Context: an optimization exercise on an open-source flow, tuned for small area, a short achievable clock period and few clock cycles. The choices shown serve that exercise and are no tape-out recipe. RTL that was checked went through simulation tests only; none was proved equivalent to the original. Function not checked in runs 3 and 4: the RTL went through the layout flow alone. Power figures rest on the tool's default switching activity, not on a simulated workload.

==> design/flow/design.v <==
module mix_core (
    input  wire        clk,
    input  wire        rst,
    output reg         mem_req,
    output reg         mem_we,
    output reg  [11:0] mem_addr,
    output reg  [30:0] mem_wdata,
    input  wire        mem_ack,
    input  wire [30:0] mem_rdata,
    output wire        halted,
    output reg  [2:0]  fault_kind,
    output reg  [13:0] fault_operand,
    output reg  [11:0] pc,
    output reg         ov,
    output reg  [30:0] rA,
    output reg  [30:0] rX,
    output reg  [12:0] rI1,
    output reg  [12:0] rI2,
    output reg  [12:0] rI3,
    output reg  [12:0] rI4,
    output reg  [12:0] rI5,
    output reg  [12:0] rI6
);
    localparam [2:0] F_INDEX     = 3'd1;
    localparam [2:0] F_INDEXSPEC = 3'd2;
    localparam [2:0] F_ARG       = 3'd3;
    localparam [2:0] F_OPCODE    = 3'd4;
    localparam [2:0] P_F0   = 3'd0;   
    localparam [2:0] P_FD   = 3'd1;   
    localparam [2:0] P_R    = 3'd2;   
    localparam [2:0] P_W    = 3'd3;   
    localparam [2:0] P_NF1  = 3'd4;   
    localparam [2:0] P_NF2  = 3'd5;   
    localparam [2:0] P_HALT = 3'd6;
    reg [2:0]  ph;
    reg        halt_q;
    assign halted = halt_q;
    reg [30:0] nb;         
    reg        nb_pcf;     
    reg [13:0] idx_q;      
    reg [5:0]  cur_c;      
    reg [2:0]  cur_r;      
    reg        cur_l0;     
    reg [4:0]  cur_fm;     
    reg        ex1;        
    reg        exn;        
    reg        ex2;        
    reg [2:0]  ex_r;       
    reg        add_es;     
    reg        add_s;      
    wire        n_sign = nb[30];
    wire [11:0] n_addr = nb[29:18];
    wire [5:0]  n_i    = nb[17:12];
    wire [5:0]  n_f    = nb[11:6];
    wire [5:0]  n_c    = nb[5:0];
    wire [2:0]  n_l    = n_f[5:3];
    wire [2:0]  n_r    = n_f[2:0];
    wire n_bad_i = (n_i > 6'd6);
    wire n_bad_f = !((n_r <= 3'd5) && (n_l <= n_r));
    wire n_known = (n_c == 6'd1) || (n_c == 6'd2) || ((n_c >= 6'd8) && (n_c <= 6'd33));
    wire n_half  = ((n_c >= 6'd25) && (n_c <= 6'd30)) || (n_c == 6'd32);
    wire [2:0] n_s = (n_l == 3'd0) ? 3'd1 : n_l;
    wire [2:0] n_k = (n_l == 3'd0 && n_r == 3'd0) ? 3'd0 : (n_r - n_s + 3'd1);
    wire n_bad_k = n_half && (n_k > 3'd2);
    wire [4:0] n_fm;
    genvar gi;
    generate
        for (gi = 1; gi <= 5; gi = gi + 1) begin : g_nfm
            assign n_fm[5 - gi] = (gi >= n_l) && (gi <= n_r);
        end
    endgenerate
    wire [14:0] ea_c;
    mix_bk_add #(.W(14), .L(4)) u_ea (
        .a(idx_q), .b({2'b00, n_addr} ^ {14{n_sign}}), .ci(n_sign), .s(ea_c));
    wire [13:0] ea      = ea_c[13:0];
    wire        ea_bad  = ea[13] || (ea[12:0] >= 13'd4000);
    wire early_fault = nb_pcf || n_bad_i || n_bad_f;
    wire any_fault   = early_fault || !n_known || n_bad_k || ea_bad;
    reg [2:0]  d_kind;
    reg [13:0] d_operand;
    always @(*) begin
        if (nb_pcf) begin
            d_kind = F_INDEX;     d_operand = {2'b00, pc};
        end else if (n_bad_i) begin
            d_kind = F_INDEXSPEC; d_operand = {8'd0, n_i};
        end else if (n_bad_f) begin
            d_kind = F_ARG;       d_operand = {8'd0, n_f};
        end else if (!n_known) begin
            d_kind = F_OPCODE;    d_operand = {8'd0, n_c};
        end else if (n_bad_k) begin
            d_kind = F_ARG;       d_operand = {11'd0, n_k};
        end else begin
            d_kind = F_INDEX;     d_operand = ea;
        end
    end
    wire       c_sub   = (cur_c[1:0] == 2'd2);
    wire       c_arith = (cur_c[5:3] == 3'd0);
    wire       c_load  = (cur_c[5:3] == 3'd1) || (cur_c[5:3] == 3'd2);
    wire       c_loadn = (cur_c[5:3] == 3'd2);
    wire       c_store = cur_c[5] || (cur_c[4] && cur_c[3]);
    wire       c_stzero = cur_c[5];    
    wire [2:0] c_reg  = cur_c[2:0];
    wire [29:0] fm = {{6{cur_fm[4]}}, {6{cur_fm[3]}}, {6{cur_fm[2]}},
                      {6{cur_fm[1]}}, {6{cur_fm[0]}}};
    function [30:0] shr;
        input [30:0] x;
        input [2:0]  r;
        case (r)
            3'd5: shr = x;
            3'd4: shr = {6'd0,  x[30:6]};
            3'd3: shr = {12'd0, x[30:12]};
            3'd2: shr = {18'd0, x[30:18]};
            3'd1: shr = {24'd0, x[30:24]};
            default: shr = {30'd0, x[30]};
        endcase
    endfunction
    function [29:0] shl;
        input [29:0] x;
        input [2:0]  r;
        case (r)
            3'd5: shl = x;
            3'd4: shl = {x[23:0], 6'd0};
            3'd3: shl = {x[17:0], 12'd0};
            3'd2: shl = {x[11:0], 18'd0};
            3'd1: shl = {x[5:0],  24'd0};
            default: shl = 30'd0;
        endcase
    endfunction
    reg [30:0] st_src;
    always @(*) begin
        if (c_stzero)
            st_src = 31'd0;
        else case (c_reg)
            3'd0: st_src = rA;
            3'd1: st_src = {rI1[12], 18'd0, rI1[11:0]};
            3'd2: st_src = {rI2[12], 18'd0, rI2[11:0]};
            3'd3: st_src = {rI3[12], 18'd0, rI3[11:0]};
            3'd4: st_src = {rI4[12], 18'd0, rI4[11:0]};
            3'd5: st_src = {rI5[12], 18'd0, rI5[11:0]};
            3'd6: st_src = {rI6[12], 18'd0, rI6[11:0]};
            default: st_src = rX;
        endcase
    end
    wire [29:0] rd_keep = c_store ? ~fm : fm;
    wire [29:0] st_sh   = c_store ? (shl(st_src[29:0], cur_r) & fm) : 30'd0;
    wire        st_sgn  = c_store && cur_l0;
    wire [30:0] rd_word = {st_sgn ? st_src[30] : (mem_rdata[30] && !c_arith),
                           (mem_rdata[29:0] & rd_keep) | st_sh};
    wire        rd_es   = (cur_l0 && (rA[30] ^ mem_rdata[30])) ^ c_sub;
    wire        sa     = cur_l0 && rA[30];
    wire        inv    = add_es;                      
    wire [29:0] fm_a   = ex1 ? fm : 30'd0;
    wire [30:0] op_a   = {1'b0, rA[29:0] & fm_a};
    wire [30:0] op_b   = mem_wdata ^ {31{inv}};
    wire [31:0] sum;
    mix_bk_add #(.W(31), .L(5)) u_sum (.a(op_a), .b(op_b), .ci(inv), .s(sum));
    wire        neg    = add_es && !sum[31];          
    wire [30:0] res      = shr({ex2 && mem_wdata[30], mem_wdata[29:0]}, ex_r);
    wire        res_zero = (res == 31'd0);
    wire        ld_sgn   = cur_l0 && (mem_wdata[30] ^ c_loadn);
    wire [30:0] ld_word  = {ld_sgn, res[29:0]};
    wire [12:0] ld_half  = {ld_sgn, res[11:0]};
    reg [12:0] idx_sm;
    always @(*) begin
        if (ex1 && c_load && (c_reg == n_i[2:0]) && (n_i[2:0] != 3'd0))
            idx_sm = ld_half;
        else case (n_i[2:0])
            3'd1: idx_sm = rI1;
            3'd2: idx_sm = rI2;
            3'd3: idx_sm = rI3;
            3'd4: idx_sm = rI4;
            3'd5: idx_sm = rI5;
            3'd6: idx_sm = rI6;
            default: idx_sm = 13'd0;
        endcase
    end
    wire [14:0] idx_c;
    mix_bk_add #(.W(14), .L(4)) u_idx (
        .a({2'b00, idx_sm[11:0]} ^ {14{idx_sm[12]}}), .b(14'd0), .ci(idx_sm[12]), .s(idx_c));
    wire [13:0] idx_tc = idx_c[13:0];
    wire [12:0] pc_c;
    mix_bk_add #(.W(12), .L(4)) u_pc (.a(pc), .b(12'd0), .ci(1'b1), .s(pc_c));
    wire [11:0] pc_inc   = pc_c[11:0];
    wire        no_fetch = (pc >= 12'd3999);
    reg rst_q;
    always @(posedge clk) begin
        rst_q <= rst;
        if (rst_q) begin
            ov  <= 1'b0;
            rA  <= 31'd0;
            rX  <= 31'd0;
            rI1 <= 13'd0;
            rI2 <= 13'd0;
            rI3 <= 13'd0;
            rI4 <= 13'd0;
            rI5 <= 13'd0;
            rI6 <= 13'd0;
        end else begin
            if (ex1 && c_load) begin
                case (c_reg)
                    3'd0: rA  <= ld_word;
                    3'd1: rI1 <= ld_half;
                    3'd2: rI2 <= ld_half;
                    3'd3: rI3 <= ld_half;
                    3'd4: rI4 <= ld_half;
                    3'd5: rI5 <= ld_half;
                    3'd6: rI6 <= ld_half;
                    default: rX <= ld_word;
                endcase
            end
            if (ex2) begin
                rA <= {add_s && !res_zero, res[29:0]};
                if (res[30])
                    ov <= 1'b1;
            end
        end
    end
    wire decode = ((ph == P_FD) && mem_ack) || (ph == P_NF2);
    always @(posedge clk) begin
        idx_q <= idx_tc;
        if (rst) begin
            ph      <= P_F0;
            halt_q  <= 1'b0;
            mem_req <= 1'b1;
            mem_we  <= 1'b0;
            mem_addr <= 12'd0;
            pc      <= 12'd0;
            nb_pcf  <= 1'b0;
            ex1     <= 1'b0;
            exn     <= 1'b0;
            ex2     <= 1'b0;
        end else begin
            ex1 <= 1'b0;
            exn <= 1'b0;
            ex2 <= 1'b0;
            if (ex1) begin
                if (!c_load) begin
                    mem_wdata <= sum[30:0];
                    add_s     <= sa ^ neg;
                    exn       <= neg;
                    ex2       <= !neg;
                end
            end
            if (exn) begin
                mem_wdata <= sum[30:0];
                ex2       <= 1'b1;
            end
            case (ph)
                P_F0: begin
                    if (mem_ack) begin
                        nb       <= mem_rdata;
                        mem_addr <= pc_inc;
                        ph       <= P_FD;
                    end
                end
                P_R: begin
                    if (mem_ack) begin
                        mem_wdata <= rd_word;
                        add_es    <= rd_es;
                        ex_r      <= cur_r;
                        if (c_store) begin
                            mem_we <= 1'b1;
                            ph     <= P_W;
                        end else begin
                            ex1 <= 1'b1;
                            if (no_fetch || nb_pcf) begin
                                mem_req <= 1'b0;
                                ph      <= P_NF1;
                            end else begin
                                mem_addr <= pc_inc;
                                ph       <= P_FD;
                            end
                        end
                    end
                end
                P_W: begin
                    if (mem_ack) begin
                        mem_we <= 1'b0;
                        if (mem_addr == pc)
                            nb <= mem_wdata;
                        if (no_fetch || nb_pcf) begin
                            mem_req <= 1'b0;
                            ph      <= P_NF1;
                        end else begin
                            mem_addr <= pc_inc;
                            ph       <= P_FD;
                        end
                    end
                end
                P_NF1: ph <= P_NF2;
                P_HALT: halt_q <= 1'b1;
                default: ;
            endcase
            if (decode) begin
                fault_kind    <= d_kind;
                fault_operand <= d_operand;
                cur_c         <= n_c;
                cur_r         <= n_r;
                cur_l0        <= (n_l == 3'd0);
                cur_fm        <= n_fm;
                mem_addr      <= ea[11:0];
                if (ph == P_FD)
                    nb <= mem_rdata;
                else
                    nb_pcf <= 1'b1;
                if (!early_fault)
                    pc <= pc_inc;
                if (any_fault) begin
                    mem_req <= 1'b0;
                    halt_q  <= !exn;
                    ph      <= P_HALT;
                end else begin
                    mem_req  <= 1'b1;
                    ph       <= P_R;
                end
            end
        end
    end
endmodule
module mix_bk_add #(parameter W = 31, parameter L = 5) (
    input  wire [W-1:0] a,
    input  wire [W-1:0] b,
    input  wire         ci,
    output wire [W:0]   s
);
    localparam N = 1 << L;           
    wire [N-1:0] x = {{(N-W-1){1'b0}}, a, ci};
    wire [N-1:0] y = {{(N-W-1){1'b0}}, b, ci};
    wire [N-1:0] G [0:2*L-1];
    wire [N-1:0] P [0:2*L-1];
    assign G[0] = x & y;
    assign P[0] = x ^ y;
    genvar l, i;
    generate
        for (l = 0; l < L; l = l + 1) begin : up
            for (i = 0; i < N; i = i + 1) begin : bit_
                if (((i + 1) % (2 << l)) == 0) begin : op
                    assign G[l+1][i] = G[l][i] | (P[l][i] & G[l][i - (1 << l)]);
                    assign P[l+1][i] = P[l][i] & P[l][i - (1 << l)];
                end else begin : pass
                    assign G[l+1][i] = G[l][i];
                    assign P[l+1][i] = P[l][i];
                end
            end
        end
        for (l = L - 2; l >= 0; l = l - 1) begin : dn
            for (i = 0; i < N; i = i + 1) begin : bit_
                if (((i + 1) % (2 << l)) == (1 << l) && i >= (2 << l)) begin : op
                    assign G[2*L-1-l][i] = G[2*L-2-l][i] | (P[2*L-2-l][i] & G[2*L-2-l][i - (1 << l)]);
                    assign P[2*L-1-l][i] = P[2*L-2-l][i] & P[2*L-2-l][i - (1 << l)];
                end else begin : pass
                    assign G[2*L-1-l][i] = G[2*L-2-l][i];
                    assign P[2*L-1-l][i] = P[2*L-2-l][i];
                end
            end
        end
    endgenerate
    wire [N-1:0] c = G[2*L-1];
    assign s = {c[W], P[0][W:1] ^ c[W-1:0]};
endmodule
==> design/flow/flow/run.sh <==
#!/bin/bash
set -euo pipefail
cd "$(dirname "$0")/.."
MARGIN=$(cat flow/margin.txt 2>/dev/null || echo 5)
bash standard.sh \
  "BUFFER_PORTS_ARGS=-buffer_cell sky130_fd_sc_hd__buf_1" \
  "SETUP_SLACK_MARGIN=${MARGIN}" \
  finish > standard_make.log 2>&1
==> design/flow/flow/margin.txt <==
6.5
==> design/flow/standard.sh <==
#!/bin/bash
# synth_recipe.tcl (not shown) runs the flow's synth.tcl, then flattens the netlist and writes it again
# the make line also repeats each setting of config.mk as NAME=value (left out here)
make -C /OpenROAD-flow-scripts/flow DESIGN_CONFIG=/design/flow/config.mk WORK_HOME=/design/flow/orfs CLKGATE_MAP_FILE= SYNTH_SCRIPT=/design/flow/synth_recipe.tcl "${@:-finish}"
==> design/flow/config.mk <==
export PLATFORM = sky130hd
export DESIGN_NAME = mix_core
export DESIGN_NICKNAME = mix_core
export VERILOG_FILES = /design/flow/design.v
export SDC_FILE = /design/flow/constraint.sdc
export NUM_CORES = 4
export LEC_CHECK = 0
export ABC_AREA = 1
export CAP_MARGIN = 20
export CORE_MARGIN = 2
export CORE_UTILIZATION = 40
export CTS_CLUSTER_DIAMETER = 150
export CTS_CLUSTER_SIZE = 20
export PLACE_DENSITY = 0.6
export SLEW_MARGIN = 20
export TNS_END_PERCENT = 100
==> design/flow/constraint.sdc <==
create_clock -name core_clock -period 10.0 [get_ports {clk}]
set_input_delay 2.0000 -clock core_clock [delete_from_list [all_inputs] [get_ports {clk}]]
set_output_delay 2.0000 -clock core_clock [all_outputs]
set_load 0.01 [all_outputs]
==> impl_metrics.yaml, run 1 <==
synth:
  syn_inst: 2725
  yosys.cell_types.count: 61
  synth_edf_count: 99
  synth_seq_cells: 289
  async_flop_share_pct: 0
  yosysMostFrequentCell: "nand2_1"
  syn_area_per_cell_um2: 7.03
  synth_top_area_share_pct: 19.8
  synth_ff_type: "dfxtp_1"
  synth_fp_nets: 2839
  synth.largest_area_cell: "dfxtp_1"
  netlist_area_mm2: 0.0192
  yosysSeqAreaShare_pct: 35.4
  ys_warn_count: 4
  synth_common_cells: "639 x nand2_1, 282 x o21ai_0, 274 x inv_1, 267 x a21oi_1, 246 x nor2_1"
  ys_top_cells_by_area: "dfxtp_1 20%, edfxtp_1 16%, nand2_1 13%, o21ai_0 7.4%, a21oi_1 7.0%"
clocking:
  clock_tree.buffer_depth: 3
  ctsHoldBuffers: 0
  numCtsBuffers: 18
  cts_num_sinks: 289
  cts_root_buf: "clkbuf_16"
  h-tree-depth: 1
  clkLatencyLatePin_ns: 0.55
  clk_pin_slew_worst_paths_ns: 0.10
  cts_tree: "built"
floorplanning:
  core_area_mm2: 0.0475
  die-area_mm2: 0.0497
  io_pins: 250
  rows: 80
  die-width_um: 223
  die_h_um: 223
  start_util_pct: 40.3
worst_setup_path:
  startpoint_type: "flip-flop"
  criticalPathCategory: "flip-flop to output pin"
  end_kind: "output pin"
  path_delay_family: "flip-flops"
  path_cells: "buf_1"
  cp.required_ns: 8.00
  cp_slowest_cell: "edfxtp_1"
  cp.arrival_ns: 1.52
  crit_buf_inv: 1
  path_max_fanout: 7
  critPathMaxStageDelay_ns: 0.77
power_and_ir_drop:
  ir_worst_vdd_mv: 0.108
  leakage_uw: 0.00906
  cellPowerDensity_mw_per_mm2: 121
job:
  maxCapViolCount: 0
global_route:
  overflow: 0
  grt_usage_pct: 32.5
  grt_pass1_vias: 18583
  grt_pass1_wl_mm: 122
  antenna_found_initial: 1
  grt_max_degree: 102
sta:
  hold_viol: 0
  slew_viol_final: 0
  clock_skew_ns: 0.0327
  setup_viol: 0
  grt_setup_unrepaired: "yes"
  final.setup.tns_ns: 0
  relSlewSlack_pct: 31.2
  tightestPinTransition_ns: 1.03
  final_min_period_over_clock_period_pct: 35.2
  fmax_mhz: 284
  fin_crit_ns: 3.52
outcome:
  status: "timing/DRC/antenna clean"
place:
  dp_hpwl_mm: 63.2
  io_buffer_count: 249
  gp_congestion: 1.00
final_layout:
  n_antenna_cell: 0
  drive_above_1_share_pct: 7.63
  fin_nets: 3055
  fin_util_pct: 45.7
  syn_to_final_growth_pct: 13.5
detailed_routing:
  drt_iter0_drc: 2654
  drc_errors: 0
  num_vias: 20529
  vias_per_cell: 5.76
  wirelength_mm: 83.8
  wire_per_inst_um: 23.5
  ant_nets: 0
  dr.pass1.iters: 6
min_path:
  holdCritPathClass: "flip-flop to flip-flop"
[cells in the final DEF (no fill, tap or decap), types with 9 or more instances in the layout]
cell	instances
a211oi_1	22
buf_1	248
clkbuf_16	20
dfxtp_1	189
buf_4	72
o21ai_0	279
nor3_1	19
fa_1	21
a21oi_1	264
o211ai_1	11
o22ai_1	41
edfxtp_1	99
inv_1	269
nand2_2	23
xnor2_1	33
nor2_2	9
nand4_1	45
nor2_1	242
nor2_4	15
ha_1	59
nand3_1	112
inv_2	22
a221oi_1	10
xor2_1	43
nand2_1	628
a31oi_1	19
[timing repair]
action	4_1_cts	5_1_grt
gates resized for setup	15	40
pin swaps	2	21
setup buffers	27	23
cloned	2	1
endpoints found under the setup margin	86	77
[layout make-up]
cell class              instances  area (um2)
inverters                     302        1140
repair buffers                329        1620
fillers                      4994       25800
clock inverters                 1        16.3
well taps                     615         769
clock buffers                  27         505
multi-input cells            2001       10900
flip-flops and latches        289        6780
[power by group]
group | leakage, uW | total (uW) | internal [uW] | switching [uW]
Clock | 0.000250 | 784 | 354 | 430
Combinational | 0.00632 | 519 | 168 | 350
Sequential | 0.00249 | 1330 | 1260 | 65.6
[worst paths after layout]
check / from / to / slack [ns] / depth (start not counted)
max: mem_wdata[17] / mem_wdata[17] / 6.48 / 1
min: mem_req / mem_req / 0.47 / 2
max reg2reg: nb[30] / ph[2] / 6.51 / 16
min reg2reg: mem_req / mem_req / 0.47 / 2
[metal layers]
layer  track usage, %  part of all wire [%]
met1             46.8                    43
met2             49.2                    43
met3             4.83                   9.5
met4             12.0                   4.1
met5                0                 0.016
[kinds of logic after synthesis]
family | synth area share, %
flip-flops | 35.4
AND/OR/NAND/NOR | 25.4
buffers and inverters | 9.17
AO/OA/AOI/OAI | 20.0
XOR/XNOR | 4.02
adder cells (fa/ha/maj) | 6.05
[registers in the layout, summed over array words and instances, names as in the netlist, 12 cells and up]
register,count
fault_operand,14
rI6,13
mem_addr,12
rA,31
rI2,13
nb,31
idx_q,14
rI3,13
rI4,13
rI5,13
mem_wdata,31
pc,12
rX,31
rI1,13
[stage by stage]
stage	power [uW]	worst slack, ns	area [um2]	cells	hold WS, ns
floorplan	1640	6.47	19200	2725	0.419
detailed placement	1810	5.60	20500	3483	0.459
global route	2720	6.35	21700	3564	0.499
global placement	1800	5.66	20500	3483	0.447
CTS	2600	6.48	21400	3540	0.479
finish	2630	6.48	21700	3564	0.474
[worst min-delay path: stages, from the launching register on]
cell and delay, ns:
dfxtp_1 0.34, nand2_1 0.05, nand3_1 0.05
Testbench counts, summed over its fixed seeds: cycles 74,146.
==> run 2, diff against run 1 <==
==> design/flow/flow/margin.txt (replaced) <==
6.7
==> run 2 against run 1 <==
Net effect:
- highest routed layer unchanged
- global-route usage grew 0.60 points
- count of clock-buffer cells in the layout is the same
- final cell count grew 1.4%
- clock power grew 0.6%
- non-clock buffer count grew 47
- still clean
==> impl_metrics.yaml, run 2 <==
outcome:
  status: "timing/DRC/antenna clean"
worst_setup_path:
  worst_path_most_repeated_cell: "nand2_1"
  worstRegToRegCells: 19
  critPathMaxStageDelay_ns: 0.45
  path_cells: "buf_4 -> bufbuf_16 -> xor2_1 -> ha_1 -> nand2_1 -> inv_1 -> nand2_1 -> nand2_1 -> nand4_1 -> nand3_2 -> inv_1 -> nand2_4 -> nand2_4 -> nand3_4 -> a21boi_2 -> fa_2 -> xnor2_2 -> a21oi_2 -> a31oi_1"
  criticalPathCategory: "flip-flop to flip-flop"
  path_max_fanout: 16
  cp.arrival_ns: 3.80
  end_kind: "flip-flop"
  startpoint_type: "flip-flop"
  cp_slowest_cell: "edfxtp_1"
  cp.required_ns: 10.40
detailed_routing:
  drt_iter0_drc: 2892
  wire_per_inst_um: 23.8
  drc_errors: 0
  wirelength_mm: 86.2
  num_vias: 21074
  vias_per_cell: 5.83
  ant_nets: 0
  dr.pass1.iters: 6
global_route:
  overflow: 0
  grt_pass1_vias: 19078
  grt_usage_pct: 33.1
  antenna_found_initial: 1
  grt_pass1_wl_mm: 124
  grt_max_degree: 130
sta:
  setup_viol: 0
  hold_viol: 0
  fmax_mhz: 294
  final.setup.tns_ns: 0
  grt_setup_unrepaired: "yes"
  tightestPinTransition_ns: 1.16
  final_min_period_over_clock_period_pct: 34.0
  clock_skew_ns: 0.0346
  relSlewSlack_pct: 21.9
  fin_ws_ns: 6.60
  slew_viol_final: 0
  fin_crit_ns: 3.40
power_and_ir_drop:
  ir_worst_vdd_mv: 0.0879
  cellPowerDensity_mw_per_mm2: 119
  leakage_uw: 0.00942
  finalPower_uw: 2670
floorplanning:
  die-width_um: 223
  core_area_mm2: 0.0475
  start_util_pct: 40.3
  rows: 80
  die_h_um: 223
  die-area_mm2: 0.0497
  io_pins: 250
synth:
  synth-simple-area-share_pct: 25.4
  netlist_area_mm2: 0.0192
  synth_ff_type: "dfxtp_1"
  synth_edf_count: 99
  synth_top_area_share_pct: 19.8
  synth_xor_area_share_pct: 4.02
  async_flop_share_pct: 0
  syn_area_per_cell_um2: 7.03
  ys_warn_count: 4
  yosysSeqAreaShare_pct: 35.4
  synth_top_family_by_area: "simple AND/OR/NAND/NOR gates"
  yosysMostFrequentCell: "nand2_1"
  synth_fa_ha_area_share_pct: 6.05
  synth_compound_area_share_pct: 20.0
  yosys-mux-area-fraction_pct: 0
  synth_seq_cells: 289
  syn_inst: 2725
  synth_common_cells: "639 x nand2_1, 282 x o21ai_0, 274 x inv_1, 267 x a21oi_1, 246 x nor2_1"
  yosys.cell_types.count: 61
  ys_top_cells_by_area: "dfxtp_1 20%, edfxtp_1 16%, nand2_1 13%, o21ai_0 7.4%, a21oi_1 7.0%"
  synth_fp_nets: 2839
  synth.largest_area_cell: "dfxtp_1"
final_layout:
  design_area_mm2: 0.0225
  drive_above_1_share_pct: 10.8
  final_common_cell: "nand2_1"
  n_antenna_cell: 0
  fin_util_pct: 47.3
  n_fill_cell: 4872
  final_cell_mix: "624 x nand2_1, 272 x o21ai_0, 263 x inv_1"
  fin_nets: 3104
  multiInputGateArea_mm2: 0.0112
  ff_latch_area_mm2: 0.00678
  syn_to_final_growth_pct: 17.3
place:
  io_buffer_count: 249
  dp_hpwl_mm: 62.4
  gp_congestion: 1.02
  preCtsSetupSlack_ns: 5.49
  place_area_mm2: 0.0205
job:
  maxCapViolCount: 0
min_path:
  hold_depth: 2
  holdCritPathClass: "flip-flop to flip-flop"
clocking:
  clk_pin_slew_worst_paths_ns: 0.10
  cts_num_sinks: 289
  h-tree-depth: 1
  clock_tree.buffer_depth: 3
  cts_root_buf: "clkbuf_16"
  numCtsBuffers: 18
  clkLatencyLatePin_ns: 0.57
  cts_tree: "built"
  ctsHoldBuffers: 0
-- run 2: cell types whose count changed in the layout (fill, tap and decap cells not counted), sizes merged --
cell	before	now
bufbuf	0	1
inv	293	291
clkinv	9	8
buf	327	373
clkinvlp	1	7
-- run 2: timing repair --
item / 4_1_cts / 5_1_grt
endpoints found under the setup margin: 180 / 103
buffers inserted: 63 / 34
pin swaps: 19 / 50
cloned: 2 / 3
resized for setup: 53 / 90
-- run 2: logic make-up after synthesis --
kind of cell	after synthesis
and+or+nand+nor	1131
buffers and inverters	437
DFF	289
xor gates and xnor gates	88
adders and majority gates	80
AOI/OAI and AO/OA	700
-- run 2: per-layer routing --
metal	GRT usage, %	vias up	wire length (um)
met4	14.7	2	4550
li1	-	9611	-
met3	6.05	217	9760
met1	46.2	9929	35100
met5	0	-	14
met2	49.9	1315	36700
-- run 2: area by class of cell --
cell class	instances	share of cell area, %
clock buffers	27	2.20
clock inverters	2	0.123
inverters	302	5.19
multi-input cells	2001	49.7
flip-flops and latches	289	30.2
well taps	615	3.42
repair buffers	376	9.15
repair inverters	2	0.0557
-- run 2: per-stage QoR --
step | instances | hold WS [ns]
floorplan | 2725 | 0.419
global placement | 3483 | 0.463
detailed placement | 3483 | 0.471
CTS | 3577 | 0.484
global route | 3614 | 0.514
finish | 3614 | 0.482
-- run 2: worst paths after layout --
kind           from       endpoint  slack (ns)
max          add_es  mem_wdata[30]        6.60
min          rX[24]         rX[24]        0.48
max reg2reg  add_es  mem_wdata[30]        6.60
min reg2reg  rX[24]         rX[24]        0.48
-- run 2: worst max-delay path: cells and delay by family (launching register included) --
kind                     cells  cell delay, ns
buffers and inverters        4            0.63
flip-flops                   1            0.45
AO/OA/AOI/OAI                3            0.32
XOR/XNOR                     2            0.44
AND/OR/NAND/NOR              8            0.66
adder cells (fa/ha/maj)      2            0.71
-- run 2: power breakdown --
group | internal, uW | switching (uW) | total [uW] | leakage, uW
Sequential | 1260 | 49.9 | 1310 | 0.00249
Clock | 349 | 441 | 789 | 0.000251
Combinational | 188 | 385 | 574 | 0.00668
Total | 1800 | 876 | 2670 | 0.00942
==> run 3, diff against run 2 <==
--- a/design/flow/design.v
+++ b/design/flow/design.v
@@ -74,6 +74,9 @@
         .a(idx_q), .b({2'b00, n_addr} ^ {14{n_sign}}), .ci(n_sign), .s(ea_c));
     wire [13:0] ea      = ea_c[13:0];
     wire        ea_bad  = ea[13] || (ea[12:0] >= 13'd4000);
+    wire n_whole = (n_f == 6'd5) && ((n_c == 6'd24) || (n_c == 6'd31) || (n_c == 6'd33))
+                   && !exn && !ex2;
+    wire [30:0] n_wsrc = n_c[5] ? 31'd0 : (n_c[0] ? rX : rA);
     wire early_fault = nb_pcf || n_bad_i || n_bad_f;
     wire any_fault   = early_fault || !n_known || n_bad_k || ea_bad;
     reg [2:0]  d_kind;
@@ -309,6 +312,11 @@
                     mem_req <= 1'b0;
                     halt_q  <= !exn;
                     ph      <= P_HALT;
+                end else if (n_whole) begin
+                    mem_req   <= 1'b1;
+                    mem_we    <= 1'b1;
+                    mem_wdata <= n_wsrc;
+                    ph        <= P_W;
                 end else begin
                     mem_req  <= 1'b1;
                     ph       <= P_R;
==> design/flow/flow/margin.txt (replaced) <==
6.5
==> run 3 against run 2 <==
Net effect:
- area after synthesis increased by 4.8%
- fmax decreased by 9.9%
- count of clock-buffer cells in the layout increased by 1
- setup slack got worse by 0.37 ns
- global-route usage increased by 3.2 points
- routed wire length increased by 15%
- design area increased by 3.2%
- power increased by 11%
- critical path type unchanged
==> impl_metrics.yaml, run 3 <==
worst_setup_path:
  criticalPathCategory: "flip-flop to flip-flop"
  cp.required_ns: 10.43
  startpoint_type: "flip-flop"
  worstRegToRegCells: 19
  path_delay_family: "adder cells"
  crit_buf_inv: 6
  path_cells: "buf_6 -> buf_8 -> xor2_2 -> ha_1 -> a21o_1 -> a31oi_1 -> nand2_2 -> fa_1 -> inv_2 -> nor3_2 -> o21ai_1 -> o31ai_2 -> nor2_2 -> nand4_1 -> buf_6 -> buf_8 -> clkbuf_16 -> nand3_2 -> nand2_1"
  end_kind: "flip-flop"
  cp.arrival_ns: 4.20
  critPathMaxStageDelay_ns: 0.55
  r2r-end: "mem_wdata[17]"
  cp_slowest_cell: "fa_1"
  r2r_setup_slack_ns: 6.23
  timing.rr.start: "nb[30]"
  path_max_fanout: 7
sta:
  slew_viol_final: 0
  final_min_period_over_clock_period_pct: 37.7
  tightestPinTransition_ns: 1.18
  hold_viol: 0
  final.setup.tns_ns: 0
  clock_skew_ns: 0.0468
  fin_crit_ns: 3.77
  setup_viol: 0
  relSlewSlack_pct: 20.5
  fmax_mhz: 265
  grt_setup_unrepaired: "yes"
global_route:
  antenna_found_initial: 3
  grt_pass1_wl_mm: 141
  overflow: 0
  grt_pass1_vias: 20679
  grt_max_degree: 125
  grt_usage_pct: 36.3
floorplanning:
  rows: 82
  die-area_mm2: 0.0520
  die_h_um: 228
  die-width_um: 228
  io_pins: 250
  start_util_pct: 40.3
  core_area_mm2: 0.0499
place:
  io_buffer_count: 249
  dp_hpwl_mm: 74.4
  gp_congestion: 1.02
synth:
  synth_common_cells: "709 x nand2_1, 320 x o21ai_0, 306 x a21oi_1, 279 x inv_1, 250 x nor2_1"
  synth_ff_type: "dfxtp_1"
  synth_seq_cells: 289
  yosys.cell_types.count: 56
  syn_inst: 2954
  async_flop_share_pct: 0
  synth_top_area_share_pct: 18.9
  synth_fp_nets: 3068
  ys_warn_count: 4
  ys_top_cells_by_area: "dfxtp_1 19%, edfxtp_1 15%, nand2_1 13%, o21ai_0 8.0%, a21oi_1 7.6%"
  yosysSeqAreaShare_pct: 33.7
  yosysMostFrequentCell: "nand2_1"
  synth.largest_area_cell: "dfxtp_1"
  netlist_area_mm2: 0.0201
  syn_area_per_cell_um2: 6.80
  synth_edf_count: 99
power_and_ir_drop:
  finalPower_uw: 2980
  cellPowerDensity_mw_per_mm2: 128
  leakage_uw: 0.00969
  ir_worst_vdd_mv: 0.0963
clocking:
  ctsHoldBuffers: 0
  numCtsBuffers: 18
  clkLatencyLatePin_ns: 0.58
  cts_num_sinks: 289
  cts_root_buf: "clkbuf_16"
  h-tree-depth: 1
  cts_tree: "built"
  clock_tree.buffer_depth: 3
  clk_pin_slew_worst_paths_ns: 0.09
final_layout:
  syn_to_final_growth_pct: 15.5
  drive_above_1_share_pct: 9.07
  final_cell_mix: "691 x nand2_1, 315 x o21ai_0, 301 x a21oi_1"
  n_fill_cell: 5248
  fin_nets: 3291
  final_common_cell: "nand2_1"
detailed_routing:
  ant_nets: 0
  drc_errors: 0
  dr.pass1.iters: 6
  wire_per_inst_um: 25.8
  drt_iter0_drc: 3276
  vias_per_cell: 5.90
  num_vias: 22784
  wirelength_mm: 99.4
min_path:
  hp-start: "ov"
  hold_end: "ov"
  holdCritPathClass: "flip-flop to flip-flop"
  hold_depth: 2
job:
  maxCapViolCount: 0
outcome:
  status: "timing/DRC/antenna clean"
## run 3: metal layers
metal / up-vias / GRT usage, % / routed length [um]
met5: - / 0 / 13
met2: 1391 / 53.6 / 42400
met4: 2 / 14.3 / 4360
li1: 10309 / - / -
met1: 10860 / 51.5 / 41600
met3: 222 / 7.66 / 11000
## run 3: worst max path at each step
| stage | start | endpoint | slack (ns) | cells past startpoint |
|---|---|---|---|---|
| finish | nb[30] | mem_wdata[17] | 6.23 | 19 |
| floorplan | nb[30] | mem_wdata[29] | 6.51 | 17 |
| global placement | nb[30] | mem_wdata[15] | 5.18 | 16 |
| global route | nb[30] | mem_wdata[7] | 6.09 | 19 |
| detailed placement | nb[30] | mem_wdata[15] | 5.09 | 15 |
| CTS | nb[30] | mem_we | 6.25 | 19 |
## run 3: cell families (layout without fill, tap and decap cells)
logic type / after synthesis / after routing / share of synthesized area (%)
AND/OR/NAND/NOR: 1274 / 1276 / 27.1
AO/OA/AOI/OAI: 763 / 763 / 20.3
flip-flops: 289 / 289 / 33.7
XOR/XNOR: 88 / 88 / 3.84
buffers and inverters: 460 / 690 / 9.25
other: 0 / 1 / 0
adder cells (fa/ha/maj): 80 / 80 / 5.77
## run 3: layout make-up
| class | instances | area [um2] | share of cell area [%] |
|---|---|---|---|
| multi-input combinational | 2207 | 12000 | 51.6 |
| timing repair buffer | 345 | 1850 | 7.98 |
| clock buffer | 28 | 509 | 2.20 |
| timing repair inverter | 5 | 33.8 | 0.146 |
| clock inverter | 1 | 16.3 | 0.0701 |
| sequential | 289 | 6780 | 29.2 |
| antenna | 1 | 2.50 | 0.0108 |
| inverter | 311 | 1200 | 5.16 |
| tap | 672 | 841 | 3.62 |
## run 3: worst register-to-register path, delay by kind of cell (launching register included)
kind | cells | cell delay [ns]
compound gates | 4 | 0.74
buf+inv | 6 | 0.81
simple gates | 6 | 0.65
flops | 1 | 0.41
xor+xnor | 1 | 0.14
fa+ha+maj | 2 | 0.90
## run 3: through the flow
step	std cells	setup WS [ns]	area, um2	hold WS, ns	util, %
floorplan	2954	6.51	20100	0.412	-
global placement	3761	5.18	21500	0.445	43.1
detailed placement	3761	5.09	21500	0.453	43.1
CTS	3840	6.25	22700	0.466	45.4
global route	3859	6.09	23200	0.476	46.5
finish	3859	6.23	23200	0.462	46.5
## run 3: timing repair
action,4_1_cts,5_1_grt
setup endpoints to repair,141,95
pin swaps,19,29
gates cloned,5,6
resized for setup,47,95
buffers inserted,45,11
## run 3: power by group
| part | switching (uW) | leakage, uW | internal [uW] |
|---|---|---|---|
| sequential | 92.5 | 0.00249 | 1280 |
| combinational | 543 | 0.00694 | 255 |
| clock | 450 | 0.000252 | 356 |
| total | 1090 | 0.00969 | 1890 |
==> run 4, diff against run 3 <==
--- a/design/flow/config.mk
+++ b/design/flow/config.mk
@@ -9,8 +9,6 @@
 export CAP_MARGIN = 20
 export CORE_MARGIN = 2
 export CORE_UTILIZATION = 40
-export CTS_CLUSTER_DIAMETER = 150
-export CTS_CLUSTER_SIZE = 20
 export PLACE_DENSITY = 0.6
 export SLEW_MARGIN = 20
 export TNS_END_PERCENT = 100
==> run 4 against run 3 <==
Net effect:
- count of clock-buffer cells in the layout rose by 16
- still clean on timing, DRC and antenna
- via count rose by 0.37%
- synthesized cell count unchanged
- critical path depth is 2 lower
- first-iteration DRC count down 0.70%
- highest routed layer is now met4
- fmax is 1.6% lower
- area after synthesis did not move
- sequential power barely moved
- utilization increased by 1.1 points
==> impl_metrics.yaml, run 4 <==
outcome:
  status: "timing/DRC/antenna clean"
synth:
  ys_top_cells_by_area: "dfxtp_1 19%, edfxtp_1 15%, nand2_1 13%, o21ai_0 8.0%, a21oi_1 7.6%"
  syn_area_per_cell_um2: 6.80
  synth_top_area_share_pct: 18.9
  synth_fp_nets: 3068
  netlist_area_mm2: 0.0201
  synth_ff_type: "dfxtp_1"
  synth_edf_count: 99
  ys_warn_count: 4
  syn_inst: 2954
  synth_seq_cells: 289
  synth.largest_area_cell: "dfxtp_1"
  async_flop_share_pct: 0
  synth_common_cells: "709 x nand2_1, 320 x o21ai_0, 306 x a21oi_1, 279 x inv_1, 250 x nor2_1"
  yosysMostFrequentCell: "nand2_1"
  yosysSeqAreaShare_pct: 33.7
  yosys.cell_types.count: 56
sta:
  relSlewSlack_pct: 21.4
  fmax_mhz: 261
  fin_crit_ns: 3.83
  setup_viol: 0
  fin_hold_ws_ns: 0.453
  tightestPinTransition_ns: 1.17
  clock_skew_ns: 0.0314
  grt_setup_unrepaired: "yes"
  hold_viol: 0
  slew_viol_final: 0
  final.setup.tns_ns: 0
  final_min_period_over_clock_period_pct: 38.3
clocking:
  cts_root_buf: "clkbuf_16"
  cts_num_sinks: 289
  clock_tree.buffer_depth: 3
  numCtsBuffers: 35
  clk_pin_slew_worst_paths_ns: 0.06
  h-tree-depth: 2
  cts_tree: "built"
  ctsHoldBuffers: 0
  clkLatencyLatePin_ns: 0.58
worst_setup_path:
  path_max_fanout: 5
  end_kind: "flip-flop"
  startpoint_type: "flip-flop"
  cp.required_ns: 10.27
  criticalPathCategory: "flip-flop to flip-flop"
  r2r_setup_slack_ns: 6.17
  cp.arrival_ns: 4.11
detailed_routing:
  drc_errors: 0
  num_vias: 22869
  vias_per_cell: 5.87
  wire_per_inst_um: 25.4
  wirelength_mm: 98.9
  drt_iter0_drc: 3253
  dr.pass1.iters: 7
  ant_nets: 0
power_and_ir_drop:
  finalPower_uw: 3490
  cellPowerDensity_mw_per_mm2: 147
  p_comb_share_pct: 22.7
  seq_power_share_pct: 39.3
  p_switching_uw: 1190
  internal-power_uw: 2300
  leakage_uw: 0.00996
  p_sw_share_pct: 34.0
  pwr-share-clk_pct: 37.9
  ir_worst_vdd_mv: 0.120
global_route:
  overflow: 0
  grt_pass1_vias: 20877
  grt_usage_pct: 36.4
  grt_max_degree: 125
  grt_pass1_wl_mm: 141
  antenna_found_initial: 3
floorplanning:
  start_util_pct: 40.3
  core_area_mm2: 0.0499
  die_h_um: 228
  io_pins: 250
  die-area_mm2: 0.0520
  die-width_um: 228
  rows: 82
final_layout:
  final_cell_mix: "697 x nand2_1, 314 x o21ai_0, 304 x a21oi_1"
  syn_to_final_growth_pct: 18.2
  final_common_cell: "nand2_1"
  fin_nets: 3312
  n_fill_cell: 5221
  drive_above_1_share_pct: 9.58
place:
  io_buffer_count: 249
  dp_hpwl_mm: 74.4
  gp_congestion: 1.02
min_path:
  holdCritPathClass: "flip-flop to flip-flop"
job:
  maxCapViolCount: 0
run 4: cell counts after synthesis:
Identical to the previous run, type by type.
run 4: what timing repair did:
item	4_1_cts	5_1_grt
cloned	5	3
buffers inserted	45	18
pin swaps	29	20
gates resized for setup	64	52
setup endpoints to repair	139	97
run 4: cells by family (layout without fill, tap and decap cells):
logic type      Yosys count  after routing  share of synthesized area, %
compound gates          763            763                          20.3
xor+xnor                 88             88                          3.84
fa+ha+maj                80             80                          5.77
buf+inv                 460            729                          9.25
flops                   289            289                          33.7
other cells               0              1                             0
simple gates           1274           1275                          27.1
run 4: worst max-delay path, stage by stage (launching register included):
cell      delay, ns
edfxtp_1       0.41
buf_6          0.17
xor2_2         0.14
ha_1           0.35
a21oi_1        0.15
a21boi_2       0.18
nand2_2        0.09
a31o_4         0.23
fa_1           0.55
inv_2          0.06
nor3_2         0.16
o21ai_1        0.09
o31ai_2        0.31
nor2_2         0.13
nand4_1        0.16
buf_6          0.17
buf_8          0.13
o21ai_1        0.07
run 4: power by group through the flow:
stage	logic, uW	clock network (uW)	registers, uW
6_report	794	1320	1370
2_1_floorplan	462	0	1360
4_1_cts	734	1330	1370
3_5_place_dp	679	0	1400
5_1_grt	860	1380	1370
3_3_place_gp	669	0	1400
run 4: metrics by stage:
stage	utilization (%)	cells	area (um2)	setup slack (ns)
2_1_floorplan	-	2954	20100	6.51
3_3_place_gp	43.1	3761	21500	5.18
3_5_place_dp	43.1	3761	21500	5.09
4_1_cts	46.8	3874	23300	6.29
5_1_grt	47.6	3897	23700	6.04
6_report	47.6	3897	23700	6.17
run 4: final timing paths:
path           from             to  cells after the start
max reg2reg  nb[30]  mem_wdata[18]                     17
max          nb[30]  mem_wdata[18]                     17
min              ov             ov                      2
min reg2reg      ov             ov                      2
run 4: metal layers:
layer  vias to the layer above  share of wire, %  track usage, %
met2                      1435                42            53.6
met3                       239                11            8.46
met5                         -                 0               0
li1                      10371                 -               -
met1                     10824                42            50.9
met4                         0               4.9            15.6
run 4: cell type report:
type | count | area (um2) | share of cell area, %
multi-input cells | 2206 | 11900 | 50.1
flip-flops and latches | 289 | 6780 | 28.6
repair buffers | 351 | 1830 | 7.72
inverters | 311 | 1200 | 5.04
clock buffers | 44 | 960 | 4.04
well taps | 672 | 841 | 3.54
clock inverters | 19 | 213 | 0.896
repair inverters | 4 | 27.5 | 0.116
diodes | 1 | 2.50 | 0.0105
==> run 5, diff against run 4 <==
--- a/design/flow/design.v
+++ b/design/flow/design.v
@@ -74,9 +74,6 @@
         .a(idx_q), .b({2'b00, n_addr} ^ {14{n_sign}}), .ci(n_sign), .s(ea_c));
     wire [13:0] ea      = ea_c[13:0];
     wire        ea_bad  = ea[13] || (ea[12:0] >= 13'd4000);
-    wire n_whole = (n_f == 6'd5) && ((n_c == 6'd24) || (n_c == 6'd31) || (n_c == 6'd33))
-                   && !exn && !ex2;
-    wire [30:0] n_wsrc = n_c[5] ? 31'd0 : (n_c[0] ? rX : rA);
     wire early_fault = nb_pcf || n_bad_i || n_bad_f;
     wire any_fault   = early_fault || !n_known || n_bad_k || ea_bad;
     reg [2:0]  d_kind;
@@ -221,6 +218,33 @@
     wire decode = ((ph == P_FD) && mem_ack) || (ph == P_NF2);
     always @(posedge clk) begin
         idx_q <= idx_tc;
+        if (ex1 && !c_load) begin
+            mem_wdata <= sum[30:0];
+            add_s     <= sa ^ neg;
+        end
+        if (exn)
+            mem_wdata <= sum[30:0];
+        if (ph == P_F0 && mem_ack)
+            nb <= mem_rdata;
+        if (ph == P_R && mem_ack) begin
+            mem_wdata <= rd_word;
+            add_es    <= rd_es;
+            ex_r      <= cur_r;
+        end
+        if (ph == P_W && mem_ack && mem_addr == pc)
+            nb <= mem_wdata;
+        if (decode) begin
+            fault_kind    <= d_kind;
+            fault_operand <= d_operand;
+            cur_c         <= n_c;
+            cur_r         <= n_r;
+            cur_l0        <= (n_l == 3'd0);
+            cur_fm        <= n_fm;
+            if (ph == P_FD)
+                nb <= mem_rdata;
+        end
+    end
+    always @(posedge clk) begin
         if (rst) begin
             ph      <= P_F0;
             halt_q  <= 1'b0;
@@ -236,31 +260,21 @@
             ex1 <= 1'b0;
             exn <= 1'b0;
             ex2 <= 1'b0;
-            if (ex1) begin
-                if (!c_load) begin
-                    mem_wdata <= sum[30:0];
-                    add_s     <= sa ^ neg;
-                    exn       <= neg;
-                    ex2       <= !neg;
-                end
-            end
-            if (exn) begin
-                mem_wdata <= sum[30:0];
-                ex2       <= 1'b1;
+            if (ex1 && !c_load) begin
+                exn <= neg;
+                ex2 <= !neg;
             end
+            if (exn)
+                ex2 <= 1'b1;
             case (ph)
                 P_F0: begin
                     if (mem_ack) begin
-                        nb       <= mem_rdata;
                         mem_addr <= pc_inc;
                         ph       <= P_FD;
                     end
                 end
                 P_R: begin
                     if (mem_ack) begin
-                        mem_wdata <= rd_word;
-                        add_es    <= rd_es;
-                        ex_r      <= cur_r;
                         if (c_store) begin
                             mem_we <= 1'b1;
                             ph     <= P_W;
@@ -279,8 +293,6 @@
                 P_W: begin
                     if (mem_ack) begin
                         mem_we <= 1'b0;
-                        if (mem_addr == pc)
-                            nb <= mem_wdata;
                         if (no_fetch || nb_pcf) begin
                             mem_req <= 1'b0;
                             ph      <= P_NF1;
@@ -295,16 +307,8 @@
                 default: ;
             endcase
             if (decode) begin
-                fault_kind    <= d_kind;
-                fault_operand <= d_operand;
-                cur_c         <= n_c;
-                cur_r         <= n_r;
-                cur_l0        <= (n_l == 3'd0);
-                cur_fm        <= n_fm;
-                mem_addr      <= ea[11:0];
-                if (ph == P_FD)
-                    nb <= mem_rdata;
-                else
+                mem_addr <= ea[11:0];
+                if (ph != P_FD)
                     nb_pcf <= 1'b1;
                 if (!early_fault)
                     pc <= pc_inc;
@@ -312,11 +316,6 @@
                     mem_req <= 1'b0;
                     halt_q  <= !exn;
                     ph      <= P_HALT;
-                end else if (n_whole) begin
-                    mem_req   <= 1'b1;
-                    mem_we    <= 1'b1;
-                    mem_wdata <= n_wsrc;
-                    ph        <= P_W;
                 end else begin
                     mem_req  <= 1'b1;
                     ph       <= P_R;
==> run 5 against run 4 <==
Net effect:
- fmax grew 8.9%
- worst hold slack gained 0.025 ns
- combinational power is 12% lower
- global-route usage is 3.4 points lower
- sequential power about the same
- routed wire length down 20%
- design area down 11%
- setup slack better by 0.31 ns
- non-clock buffer count down 46
- flip-flop and latch count stayed put
- die area is 10% lower
- sequential share of layout area up 2.1 points
==> impl_metrics.yaml, run 5 <==
floorplanning:
  io_pins: 250
  core_area_mm2: 0.0444
  die-area_mm2: 0.0468
  die_h_um: 216
  die-width_um: 216
  rows: 77
  start_util_pct: 40.6
detailed_routing:
  dr.pass1.iters: 10
  ant_nets: 0
  wire_per_inst_um: 23.5
  wirelength_mm: 79.5
  vias_per_cell: 5.75
  num_vias: 19428
  drt_iter0_drc: 2613
  drc_errors: 0
clocking:
  cts_root_buf: "clkbuf_16"
  ctsHoldBuffers: 0
  cts_tree: "built"
  clock_tree.buffer_depth: 3
  clk_pin_slew_worst_paths_ns: 0.06
  clkLatencyLatePin_ns: 0.59
  h-tree-depth: 2
  numCtsBuffers: 35
  cts_num_sinks: 289
sta:
  grt_setup_unrepaired: "yes"
  fin_ws_ns: 6.48
  final_min_period_over_clock_period_pct: 35.2
  setup_viol: 0
  slew_viol_final: 0
  hold_viol: 0
  relSlewSlack_pct: 32.8
  fin_crit_ns: 3.52
  final.setup.tns_ns: 0
  tightestPinTransition_ns: 1.00
  fmax_mhz: 284
  clock_skew_ns: 0.0331
place:
  gp_congestion: 0.988
  io_buffer_count: 249
  preCtsSetupSlack_ns: 5.37
  dp_hpwl_mm: 59.4
worst_setup_path:
  path_cells: "buf_1"
  end_kind: "output pin"
  path_delay_family: "flip-flops"
  cp.required_ns: 8.00
  critPathMaxStageDelay_ns: 0.73
  path_max_fanout: 6
  startpoint_type: "flip-flop"
  criticalPathCategory: "flip-flop to output pin"
  cp.arrival_ns: 1.52
  cp_slowest_cell: "edfxtp_1"
  crit_buf_inv: 1
synth:
  async_flop_share_pct: 0
  netlist_area_mm2: 0.0180
  ys_top_cells_by_area: "dfxtp_1 25%, edfxtp_1 11%, nand2_1 10%, o21ai_0 8.8%, a21oi_1 6.6%"
  yosysMostFrequentCell: "nand2_1"
  yosys.cell_types.count: 52
  synth_ff_type: "dfxtp_1"
  synth_common_cells: "489 x nand2_1, 317 x o21ai_0, 314 x inv_1, 239 x a21oi_1, 221 x dfxtp_1"
  syn_inst: 2535
  synth_seq_cells: 289
  synth.largest_area_cell: "dfxtp_1"
  synth_edf_count: 68
  synth_top_area_share_pct: 24.5
  synth_fp_nets: 2649
  syn_area_per_cell_um2: 7.12
  ys_warn_count: 4
  yosysSeqAreaShare_pct: 35.8
power_and_ir_drop:
  cellPowerDensity_mw_per_mm2: 162
  ir_worst_vdd_mv: 0.110
  leakage_uw: 0.00879
min_path:
  holdCritPathClass: "flip-flop to flip-flop"
final_layout:
  syn_to_final_growth_pct: 17.1
  fin_nets: 2875
  final_cell_mix: "486 x nand2_1, 315 x o21ai_0, 305 x inv_1"
  final_common_cell: "nand2_1"
  n_antenna_cell: 0
  drive_above_1_share_pct: 6.96
global_route:
  antenna_found_initial: 0
  grt_pass1_wl_mm: 115
  overflow: 0
  grt_max_degree: 93
  grt_usage_pct: 33.0
  grt_pass1_vias: 17909
outcome:
  status: "timing/DRC/antenna clean"
job:
  maxCapViolCount: 0
run 5: layout make-up:
cell class | count | area, um2
inverter | 337 | 1300
sequential | 289 | 6470
fill | 4535 | 23300
timing repair buffer | 305 | 1430
tap | 592 | 741
clock inverter | 17 | 256
timing repair inverter | 3 | 22.5
multi-input combinational | 1790 | 9940
clock buffer | 47 | 961
run 5: final timing paths:
path                 start            end  slack, ns  depth (start not counted)
min                 rX[19]         rX[19]       0.48                          2
max          mem_wdata[13]  mem_wdata[13]       6.48                          1
min reg2reg         rX[19]         rX[19]       0.48                          2
max reg2reg       cur_c[1]  mem_wdata[14]       6.55                         11
run 5: cell families after synthesis:
logic type | count (synthesis) | share of synthesized area, %
compound gates | 721 | 22.0
xor+xnor | 89 | 4.32
fa+ha+maj | 80 | 6.42
buf+inv | 457 | 9.99
flops | 289 | 35.8
simple gates | 899 | 21.5
run 5: stage by stage:
| step | instance area (um2) | hold slack [ns] | util (%) | power [uW] | instances |
|---|---|---|---|---|---|
| 6_report | 21100 | 0.478 | 47.6 | 3410 | 3380 |
| 5_1_grt | 21100 | 0.487 | 47.6 | 3540 | 3380 |
| 4_1_cts | 20700 | 0.473 | 46.6 | 3380 | 3347 |
| 3_5_place_dp | 19400 | 0.461 | 43.6 | 2010 | 3278 |
| 3_3_place_gp | 19400 | 0.461 | 43.6 | 2000 | 3278 |
| 2_1_floorplan | 18000 | 0.454 | - | 1790 | 2535 |
run 5: metal layers:
layer  global-route usage [%]  share of wire [%]
met5                        0                  0
met3                     6.04                9.1
met4                     17.0                5.7
met2                     50.8                 44
met1                     44.2                 41
run 5: power breakdown:
group / leakage [uW] / switching [uW] / internal, uW
logic: 0.00579 / 484 / 215
clock network: 0.000591 / 559 / 815
registers: 0.00241 / 76.1 / 1270
total: 0.00879 / 1120 / 2300
run 5: timing repair:
item	4_1_cts	5_1_grt
endpoints found under the setup margin	63	118
gates cloned	3	2
buffers inserted	2	30
pin swaps	1	6
hold endpoints to repair	0	0
gates resized for setup	14	33
Testbench counts of run 5, summed over its fixed seeds: cycles 74,146.
==> run 6, diff against run 5 <==
--- a/design/flow/config.mk
+++ b/design/flow/config.mk
@@ -9,6 +9,8 @@
 export CAP_MARGIN = 20
 export CORE_MARGIN = 2
 export CORE_UTILIZATION = 40
+export CTS_CLUSTER_DIAMETER = 150
+export CTS_CLUSTER_SIZE = 20
 export PLACE_DENSITY = 0.6
 export SLEW_MARGIN = 20
 export TNS_END_PERCENT = 100
==> run 6 against run 5 <==
Net effect:
- still clean
- count of clock-buffer cells in the layout fell by 21
- critical endpoint is now mem_wdata[14]
- clock skew shrank 0.0094 ns
- synthesized cell count did not move
- register-to-register slack gained 0.06 ns
- combinational power rose by 0.7%
- critical path depth is the same
- critical path type unchanged
- clock power fell by 43%
- power is 17% lower
- routed wire length shrank 0.82%
- largest cell class unchanged
==> impl_metrics.yaml, run 6 <==
synth:
  syn_inst: 2535
  synth_top_family_by_area: "compound AO/OA/AOI/OAI gates"
  ys_top_cells_by_area: "dfxtp_1 25%, edfxtp_1 11%, nand2_1 10%, o21ai_0 8.8%, a21oi_1 6.6%"
  async_flop_share_pct: 0
  ys_warn_count: 4
  synth_common_cells: "489 x nand2_1, 317 x o21ai_0, 314 x inv_1, 239 x a21oi_1, 221 x dfxtp_1"
  synth-simple-area-share_pct: 21.5
  synth_seq_cells: 289
  synth_top_area_share_pct: 24.5
  synth_fp_nets: 2649
  syn_area_per_cell_um2: 7.12
  yosysSeqAreaShare_pct: 35.8
  synth_fa_ha_area_share_pct: 6.42
  netlist_area_mm2: 0.0180
  synth.largest_area_cell: "dfxtp_1"
  yosys.cell_types.count: 52
  synth_ff_type: "dfxtp_1"
  yosysMostFrequentCell: "nand2_1"
  synth_xor_area_share_pct: 4.32
  yosys-mux-area-fraction_pct: 0
  synth_edf_count: 68
  synth_compound_area_share_pct: 22.0
floorplanning:
  rows: 77
  die-area_mm2: 0.0468
  die_h_um: 216
  die-width_um: 216
  start_util_pct: 40.6
  io_pins: 250
  core_area_mm2: 0.0444
worst_setup_path:
  cp_slowest_cell: "edfxtp_1"
  path_max_fanout: 6
  cp.required_ns: 8.00
  end_kind: "output pin"
  path_cells: "buf_1"
  crit_buf_inv: 1
  startpoint_type: "flip-flop"
  criticalPathCategory: "flip-flop to output pin"
  critPathMaxStageDelay_ns: 0.74
  cp.arrival_ns: 1.51
  path_delay_family: "flip-flops"
sta:
  slew_viol_final: 0
  final.setup.tns_ns: 0
  final_min_period_over_clock_period_pct: 35.1
  grt_setup_unrepaired: "yes"
  fin_crit_ns: 3.51
  relSlewSlack_pct: 33.8
  clock_skew_ns: 0.0237
  fmax_mhz: 285
  hold_viol: 0
  tightestPinTransition_ns: 0.988
  setup_viol: 0
clocking:
  clock_tree.buffer_depth: 3
  cts_root_buf: "clkbuf_16"
  cts_num_sinks: 289
  clk_pin_slew_worst_paths_ns: 0.10
  h-tree-depth: 1
  numCtsBuffers: 18
  ctsHoldBuffers: 0
  clkLatencyLatePin_ns: 0.55
  cts_tree: "built"
detailed_routing:
  vias_per_cell: 5.77
  drc_errors: 0
  drt_iter0_drc: 2393
  wire_per_inst_um: 23.6
  dr.pass1.iters: 9
  num_vias: 19339
  wirelength_mm: 78.9
  ant_nets: 0
global_route:
  groute.layer.met2.usage_pct: 50.5
  grt_pass1_wl_mm: 114
  grt_pass1_vias: 17680
  top_usage_layer: "met2"
  grt_max_degree: 93
  antenna_found_initial: 1
  met1_usage_pct: 44.1
  overflow: 0
  use_met3_pct: 5.46
  grt_usage_pct: 32.5
outcome:
  status: "timing/DRC/antenna clean"
job:
  maxCapViolCount: 0
power_and_ir_drop:
  cellPowerDensity_mw_per_mm2: 138
  finalPower_uw: 2820
  ir_worst_vdd_mv: 0.113
  leakage_uw: 0.00847
final_layout:
  final_common_cell: "nand2_1"
  drive_above_1_share_pct: 5.98
  fin_nets: 2864
  final_cell_mix: "487 x nand2_1, 317 x o21ai_0, 305 x inv_1"
  n_antenna_cell: 0
  n_fill_cell: 4597
  syn_to_final_growth_pct: 13.3
place:
  gp_congestion: 0.988
  dp_hpwl_mm: 59.4
  io_buffer_count: 249
min_path:
  holdCritPathClass: "flip-flop to flip-flop"
-- run 6: report_power, final --
group | switching [uW] | total (uW) | internal, uW
clock | 427 | 780 | 353
combinational | 484 | 703 | 219
sequential | 75.1 | 1340 | 1260
total | 987 | 2820 | 1830
-- run 6: routing by layer --
| metal | wire (um) | vias up | share of wire, % |
|---|---|---|---|
| li1 | - | 8932 | - |
| met3 | 6970 | 198 | 8.8 |
| met4 | 4310 | 0 | 5.5 |
| met1 | 32900 | 9113 | 42 |
| met5 | 0 | - | 0 |
| met2 | 34700 | 1096 | 44 |
-- run 6: final timing paths --
check           startpoint       endpoint  slack [ns]  cells past startpoint
max          mem_wdata[14]  mem_wdata[14]        6.49                      1
min                 rX[19]         rX[19]        0.48                      2
max reg2reg       cur_c[2]  mem_wdata[13]        6.61                     10
min reg2reg         rX[19]         rX[19]        0.48                      2
-- run 6: layout make-up --
class | count | area (um2) | share of cell area [%]
Tap cell | 592 | 741 | 3.62
Sequential cell | 289 | 6470 | 31.6
Inverter | 337 | 1300 | 6.36
Timing Repair Buffer | 311 | 1460 | 7.16
Timing Repair inverter | 3 | 22.5 | 0.110
Multi-Input combinational cell | 1790 | 9930 | 48.6
Clock buffer | 26 | 502 | 2.45
Clock inverter | 1 | 16.3 | 0.0795
-- run 6: per-stage QoR --
step                      util, %  setup slack [ns]  cell area [um2]  hold WS [ns]  instances
after floorplan                 -              6.51            18000         0.454       2535
after global placement       43.6              5.43            19400         0.461       3278
after detailed placement     43.6              5.37            19400         0.461       3278
after CTS                    45.0              6.51            20000         0.477       3310
after global routing         46.0              6.42            20400         0.491       3349
final                        46.0              6.49            20400         0.482       3349
-- run 6: cells by family (layout without fill, tap and decap cells) --
family	count (synthesis)	after routing
AO/OA/AOI/OAI	721	721
adder cells (fa/ha/maj)	80	80
XOR/XNOR	89	89
flip-flops	289	289
buffers and inverters	457	678
AND/OR/NAND/NOR	899	900
-- run 6: timing repair --
action	CTS	global route
gates resized for setup	14	31
cloned	3	2
buffers inserted	2	36
setup endpoints to repair	67	73
endpoints found under the hold margin	0	0
pin swaps	1	8
==> run 7, diff against run 6 <==
==> design/flow/flow/margin.txt (replaced) <==
6.7
==> run 7 against run 6 <==
Net effect:
- critical path depth stayed put
- sequential power hardly changed
- clock skew grew 0.017 ns
- worst hold slack about the same
- setup slack better by 0.18 ns
- sequential share of layout area shrank 0.92 points
- critical path type unchanged
- design area increased by 3.0%
- register-to-register slack improved by 0.09 ns
- highest routed layer is now met5
==> impl_metrics.yaml, run 7 <==
sta:
  final_min_period_over_clock_period_pct: 33.3
  tightestPinTransition_ns: 1.01
  slew_viol_final: 0
  fin_crit_ns: 3.33
  hold_viol: 0
  grt_setup_unrepaired: "yes"
  fin_hold_ws_ns: 0.482
  clock_skew_ns: 0.0411
  setup_viol: 0
  relSlewSlack_pct: 32.6
  fmax_mhz: 300
  final.setup.tns_ns: 0
worst_setup_path:
  cp.arrival_ns: 1.33
  criticalPathCategory: "flip-flop to output pin"
  path_max_fanout: 4
  cp_slowest_cell: "edfxtp_1"
  path_cells: "buf_1"
  crit_buf_inv: 1
  critPathMaxStageDelay_ns: 0.58
  startpoint_type: "flip-flop"
  cp.required_ns: 8.00
  path_delay_family: "flip-flops"
  end_kind: "output pin"
synth:
  synth_top_area_share_pct: 24.5
  syn_inst: 2535
  yosys-mux-area-fraction_pct: 0
  synth_seq_cells: 289
  synth_fa_ha_area_share_pct: 6.42
  synth_top_family_by_area: "compound AO/OA/AOI/OAI gates"
  yosys.cell_types.count: 52
  synth_fp_nets: 2649
  netlist_area_mm2: 0.0180
  yosysSeqAreaShare_pct: 35.8
  synth-simple-area-share_pct: 21.5
  synth.largest_area_cell: "dfxtp_1"
  synth_common_cells: "489 x nand2_1, 317 x o21ai_0, 314 x inv_1, 239 x a21oi_1, 221 x dfxtp_1"
  ys_top_cells_by_area: "dfxtp_1 25%, edfxtp_1 11%, nand2_1 10%, o21ai_0 8.8%, a21oi_1 6.6%"
  synth_xor_area_share_pct: 4.32
  synth_ff_type: "dfxtp_1"
  yosysMostFrequentCell: "nand2_1"
  synth_edf_count: 68
  syn_area_per_cell_um2: 7.12
  async_flop_share_pct: 0
  synth_compound_area_share_pct: 22.0
  ys_warn_count: 4
place:
  gp_congestion: 1.04
  dp_cells: 3279
  dp_hpwl_mm: 58.7
  io_buffer_count: 249
detailed_routing:
  ant_nets: 0
  wire_per_inst_um: 23.4
  drc_errors: 0
  vias_per_cell: 5.78
  num_vias: 19638
  dr.pass1.iters: 5
  drt_iter0_drc: 2292
  wirelength_mm: 79.4
clocking:
  clkLatencyLatePin_ns: 0.56
  ctsHoldBuffers: 0
  clock_tree.buffer_depth: 3
  h-tree-depth: 1
  cts_num_sinks: 289
  cts_tree: "built"
  cts_root_buf: "clkbuf_16"
  numCtsBuffers: 18
  clk_pin_slew_worst_paths_ns: 0.09
final_layout:
  final_cell_mix: "482 x nand2_1, 315 x o21ai_0, 304 x inv_1"
  n_antenna_cell: 0
  syn_to_final_growth_pct: 16.8
  drive_above_1_share_pct: 8.81
  fin_nets: 2910
  final_common_cell: "nand2_1"
  layoutNonFillerInstCount: 3395
  fin_util_pct: 47.4
  n_fill_cell: 4553
global_route:
  grt_max_degree: 72
  antenna_found_initial: 1
  grt_pass1_wl_mm: 115
  overflow: 0
  grt_pass1_vias: 17838
  grt_usage_pct: 32.5
floorplanning:
  die-width_um: 216
  core_area_mm2: 0.0444
  rows: 77
  io_pins: 250
  start_util_pct: 40.6
  die_h_um: 216
  die-area_mm2: 0.0468
min_path:
  holdCritPathClass: "flip-flop to flip-flop"
power_and_ir_drop:
  cellPowerDensity_mw_per_mm2: 137
  ir_worst_vdd_mv: 0.113
  leakage_uw: 0.00875
outcome:
  status: "timing/DRC/antenna clean"
job:
  maxCapViolCount: 0
==> run 7: cell type report <==
cell class / count / area (um2) / share of cell area, %
clock buffer: 26 / 502 / 2.38
clock inverter: 1 / 16.3 / 0.0772
inverter: 337 / 1310 / 6.20
multi-input combinational: 1790 / 10200 / 48.3
sequential: 289 / 6470 / 30.7
tap: 592 / 741 / 3.52
timing repair buffer: 358 / 1830 / 8.70
timing repair inverter: 2 / 15.0 / 0.0713
==> run 7: logic make-up after synthesis <==
| family | Yosys count |
|---|---|
| and+or+nand+nor | 899 |
| DFF | 289 |
| buffers and inverters | 457 |
| xor gates and xnor gates | 89 |
| AOI/OAI and AO/OA | 721 |
| adders and majority gates | 80 |
==> run 7: timing repair <==
| action | in CTS | in global routing |
|---|---|---|
| endpoints found under the setup margin | 146 | 129 |
| pin swaps | 6 | 24 |
| setup buffers | 48 | 37 |
| resized for setup | 27 | 73 |
| cloned | 3 | 1 |
==> run 7: through the flow <==
| stage | instance area [um2] | total power, uW | worst slack [ns] |
|---|---|---|---|
| 2_1_floorplan | 18100 | 1790 | 6.71 |
| 3_3_place_gp | 19400 | 2000 | 5.96 |
| 3_5_place_dp | 19400 | 2010 | 5.86 |
| 4_1_cts | 20400 | 2790 | 6.68 |
| 5_1_grt | 21100 | 3000 | 6.58 |
| 6_report | 21100 | 2890 | 6.67 |
==> run 7: path summary, 6_finish.rpt <==
path / start / end / slack, ns / cells past startpoint
setup reg to reg: add_es / mem_wdata[30] / 6.70 / 17
hold / removal: rX[19] / rX[19] / 0.48 / 2
setup / recovery: mem_wdata[13] / mem_wdata[13] / 6.67 / 1
hold reg to reg: rX[19] / rX[19] / 0.48 / 2
==> run 7: worst min-delay path: stages, from the launching register on <==
cell and delay [ns]:
dfxtp_1 0.32, inv_1 0.06, a21oi_1 0.06
==> run 7: power by group <==
group	total (uW)	switching, uW	internal, uW
clock	792	439	353
sequential	1340	73.9	1260
combinational	758	506	252
total	2890	1020	1870
==> run 7: metal layers <==
layer | share of wire (%) | track usage (%) | up-vias
met2 | 44 | 50.4 | 1103
li1 | - | - | 9013
met1 | 41 | 44.7 | 9333
met3 | 9.8 | 5.21 | 187
met4 | 4.9 | 14.3 | 2
met5 | 0.016 | 0 | -

[port drivers added, routing unchanged]
The flow's constraints put no driver on any port. The routed layouts listed below were extracted and timed again, unchanged, in two steps.
Step 1 assumes that a clkbuf_16 drives the clock port and a buf_2 every other input.
Step 2 also shifts input and output timing later by t, the mid clock arrival at the registers, as if the neighbouring blocks saw the same clock.
a / b / c = no drivers / after step 1 / after step 2; a / b = the first two.
run | shift t [ns] | slack for setup (ns) | cell pins on the clock port's net
run 1 | 0.605 | 6.480 / 6.412 / 6.003 | 1
run 2 | 0.611 | 6.602 / 6.583 / 6.138 | 1
run 3 | 0.621 | 6.228 / 6.228 / 5.971 | 1
run 4 | 0.623 | 6.166 / 6.166 / 5.957 | 1
run 5 | 0.629 | 6.481 / 6.426 / 6.074 | 1
run 6 | 0.597 | 6.489 / 6.431 / 6.132 | 1
run 7 | 0.590 | 6.666 / 6.612 / 6.241 | 1
After both steps every run listed still meets setup and hold. The setup slack of run 1, which loses most, moves by -0.068 ns with the drivers and by -0.477 ns with both steps.
